What follows belongs to an exercise in optimizing a design on an open flow for small area, a short achievable clock period and few clock cycles per item; a production flow would make more cautious choices. Function was checked by simulation only, so behaviour that the tests miss may differ from the original. No activity file was given, so power comes from the tool's default toggle rates.

== the reference run ==
==> flow/design.v <==
module wib_expander (
    input  wire        clk,
    input  wire        rst,         
    input  wire        in_valid,
    output wire        in_ready,
    input  wire [63:0] in_data,
    output wire        out_valid,
    input  wire        out_ready,
    output wire [63:0] out_data,
    output wire        out_last     
);
    reg  [3:0]  ph;         
    reg         hdr;        
    reg  [1:0]  hcnt;       
    reg  [2:0]  grp;        
    reg  [15:0] x, y;       
    wire [15:0] c0 = in_data[15:0];
    wire [15:0] c1 = in_data[31:16];
    wire [15:0] c2 = in_data[47:32];
    wire [15:0] c3 = in_data[63:48];
    assign out_valid = in_valid & ~hdr;
    assign in_ready  = hdr | (out_ready & ~ph[2]);
    assign out_last  = ph[3] & (grp == 3'd7);
    wire [15:0] s0 = ({16{ph[0]}} & c0) | ({16{ph[1]}} & x)  | ({16{ph[2]}} & y)  | ({16{ph[3]}} & c1);
    wire [15:0] s1 = ({16{ph[0]}} & c1) | ({16{ph[1]}} & c0) | ({16{ph[2]}} & x)  | ({16{ph[3]}} & c2);
    wire [15:0] s2 = ({16{ph[0]}} & c2) | ({16{ph[1]}} & c1) | ({16{ph[2]}} & c0) | ({16{ph[3]}} & c3);
    wire [47:0] d = {s2, s1, s0};
    assign out_data = {4'h0, d[47:36], 4'h0, d[35:24], 4'h0, d[23:12], 4'h0, d[11:0]};
    wire out_fire = in_valid & ~hdr & out_ready;
    always @(posedge clk) begin
        if (in_valid & out_ready) begin
            x <= c3;
            y <= c2;
        end
    end
    always @(posedge clk) begin
        if (rst) begin
            ph   <= 4'b0001;
            hdr  <= 1'b1;
            hcnt <= 2'd3;
            grp  <= 3'd0;
        end else begin
            if (hdr) begin
                if (in_valid) begin
                    hcnt <= hcnt - 2'd1;
                    if (hcnt == 2'd0)
                        hdr <= 1'b0;
                end
            end else if (out_fire) begin
                ph <= {ph[2:0], ph[3]};
                if (ph[3]) begin
                    grp <= grp + 3'd1;
                    if (grp[1:0] == 2'd3) begin
                        hdr  <= 1'b1;
                        hcnt <= grp[2] ? 2'd3 : 2'd1;
                    end
                end
            end
        end
    end
endmodule
clock: 4.0 ns
lec_check: 0
cap_margin: 20
core_margin: 2
core_utilization: 40
setup_slack_margin: 1.7
slew_margin: 20
standard.sh (not shown) runs the stock make flow with config.mk's settings and CLKGATE_MAP_FILE= SYNTH_SCRIPT=/design/flow/synth_recipe.tcl, a recipe that flattens the netlist after the stock synthesis.
==> flow/flow/run.sh <==
#!/bin/bash
# Standard layout, with the port buffers that buffer_ports inserts made of
# sky130_fd_sc_hd__buf_1 instead of the cell it picks by default.
set -euo pipefail
export BUFFER_PORTS_ARGS="-buffer_cell sky130_fd_sc_hd__buf_1"
bash standard.sh > standard.log 2>&1
Testbench counts of the reference run, summed over its fixed seeds: cycles 19,456, frames 512.
What the trial run does differently from the reference run at the input level:
==> flow/design.v <==
module wib_expander (
    input  wire        clk,
    input  wire        rst,         
    input  wire        in_valid,
    output wire        in_ready,
    input  wire [63:0] in_data,
    output wire        out_valid,
    input  wire        out_ready,
    output wire [63:0] out_data,
    output wire        out_last     
);
    reg  [4:0]  wcnt;       
    reg  [3:0]  ph;         
    reg         w29;        
    reg         hdr;        
    reg  [15:0] x, y;       
    wire [15:0] c0 = in_data[15:0];
    wire [15:0] c1 = in_data[31:16];
    wire [15:0] c2 = in_data[47:32];
    wire [15:0] c3 = in_data[63:48];
    assign out_valid = in_valid & ~hdr;
    assign in_ready  = hdr | (out_ready & ~ph[2]);
    assign out_last  = ph[3] & w29;
    wire [15:0] s0 = ({16{ph[0]}} & c0) | ({16{ph[1]}} & x)  | ({16{ph[2]}} & y)  | ({16{ph[3]}} & c1);
    wire [15:0] s1 = ({16{ph[0]}} & c1) | ({16{ph[1]}} & c0) | ({16{ph[2]}} & x)  | ({16{ph[3]}} & c2);
    wire [15:0] s2 = ({16{ph[0]}} & c2) | ({16{ph[1]}} & c1) | ({16{ph[2]}} & c0) | ({16{ph[3]}} & c3);
    wire [47:0] d = {s2, s1, s0};
    assign out_data = {4'h0, d[47:36], 4'h0, d[35:24], 4'h0, d[23:12], 4'h0, d[11:0]};
    wire in_fire  = in_valid & in_ready;
    wire out_fire = in_valid & ~hdr & out_ready;
    wire [4:0] wnext = (wcnt == 5'd29) ? 5'd0 : wcnt + 5'd1;
    always @(posedge clk) begin
        if (in_valid & out_ready) begin
            x <= c3;
            y <= c2;
        end
    end
    always @(posedge clk) begin
        if (rst) begin
            wcnt <= 5'd0;
            ph   <= 4'b0001;
            hdr  <= 1'b1;
            w29  <= 1'b0;
        end else begin
            if (in_fire) begin
                wcnt <= wnext;
                hdr  <= (wnext <= 5'd3) | (wnext == 5'd16) | (wnext == 5'd17);
                w29  <= (wnext == 5'd29);
            end
            if (out_fire)
                ph <= {ph[2:0], ph[3]};
        end
    end
endmodule
--- outcome ---
Diff the trial run and the reference run: starting density of the core higher in the trial run. Looking at top fanout value on the critical path across the trial run and the reference run, the one that comes out higher is the reference run. Side by side, number of cells on the worst reg-to-reg path turned out higher in the trial run than in the reference run. Sequential power in the trial run vs the reference run: up about 4%. Summary: pre-CTS worst setup slack, the trial run worse than the reference run. Between the trial run and the reference run, the difference in signed area change from the synthesized netlist to the final layout is negligible. The final reports for the trial run and the reference run show met1 track utilization from global routing higher in the former. Diff the reference run -> the trial run | area of the core region | increase of about 1.1%. The trial run vs. the reference run: die area rose by 2.3%, via count of the first global-routing pass rose by 114, total power draw went up. The trial run ends up with lower number of ordinary inverters in the final layout than the reference run does. Compared to the reference run, the trial run has post-layout minimum cycle time 0.027 ns higher.
Testbench counts of the trial run, summed over its fixed seeds: cycles 19,456, frames 512.

separate check: timing with driven ports:
How much do the figures lean on ideal ports? The routed layouts below were timed once more, with nothing changed but the port constraints.
Step 1: set_driving_cell puts a clkbuf_16 on clk and a buf_2 on each other input, an assumption about the parent block.
Step 2 moves the port delays by t, midway between the first and last clock arrival at a register: inputs arrive t later, outputs are due t later. That takes back most of the time a late clock gives input paths.
Slacks: no drivers / after step 1 / after step 2; pairs: no drivers / after step 1.
run | t, ns | setup WS [ns] | worst setup path after step 2 | worst slew at a driven data input, ns | pins driven straight from the clock port
the reference run | 0.320 | 1.805 / 1.777 / 1.805 | input to output | 0.04 | 1
the trial run | 0.324 | 1.778 / 1.758 / 1.559 | input to register | 0.04 | 1
After both steps setup and hold are still met in every run listed. For the trial run, which loses most, drivers alone change the setup slack by -0.020 ns; drivers and shift together by -0.219 ns.
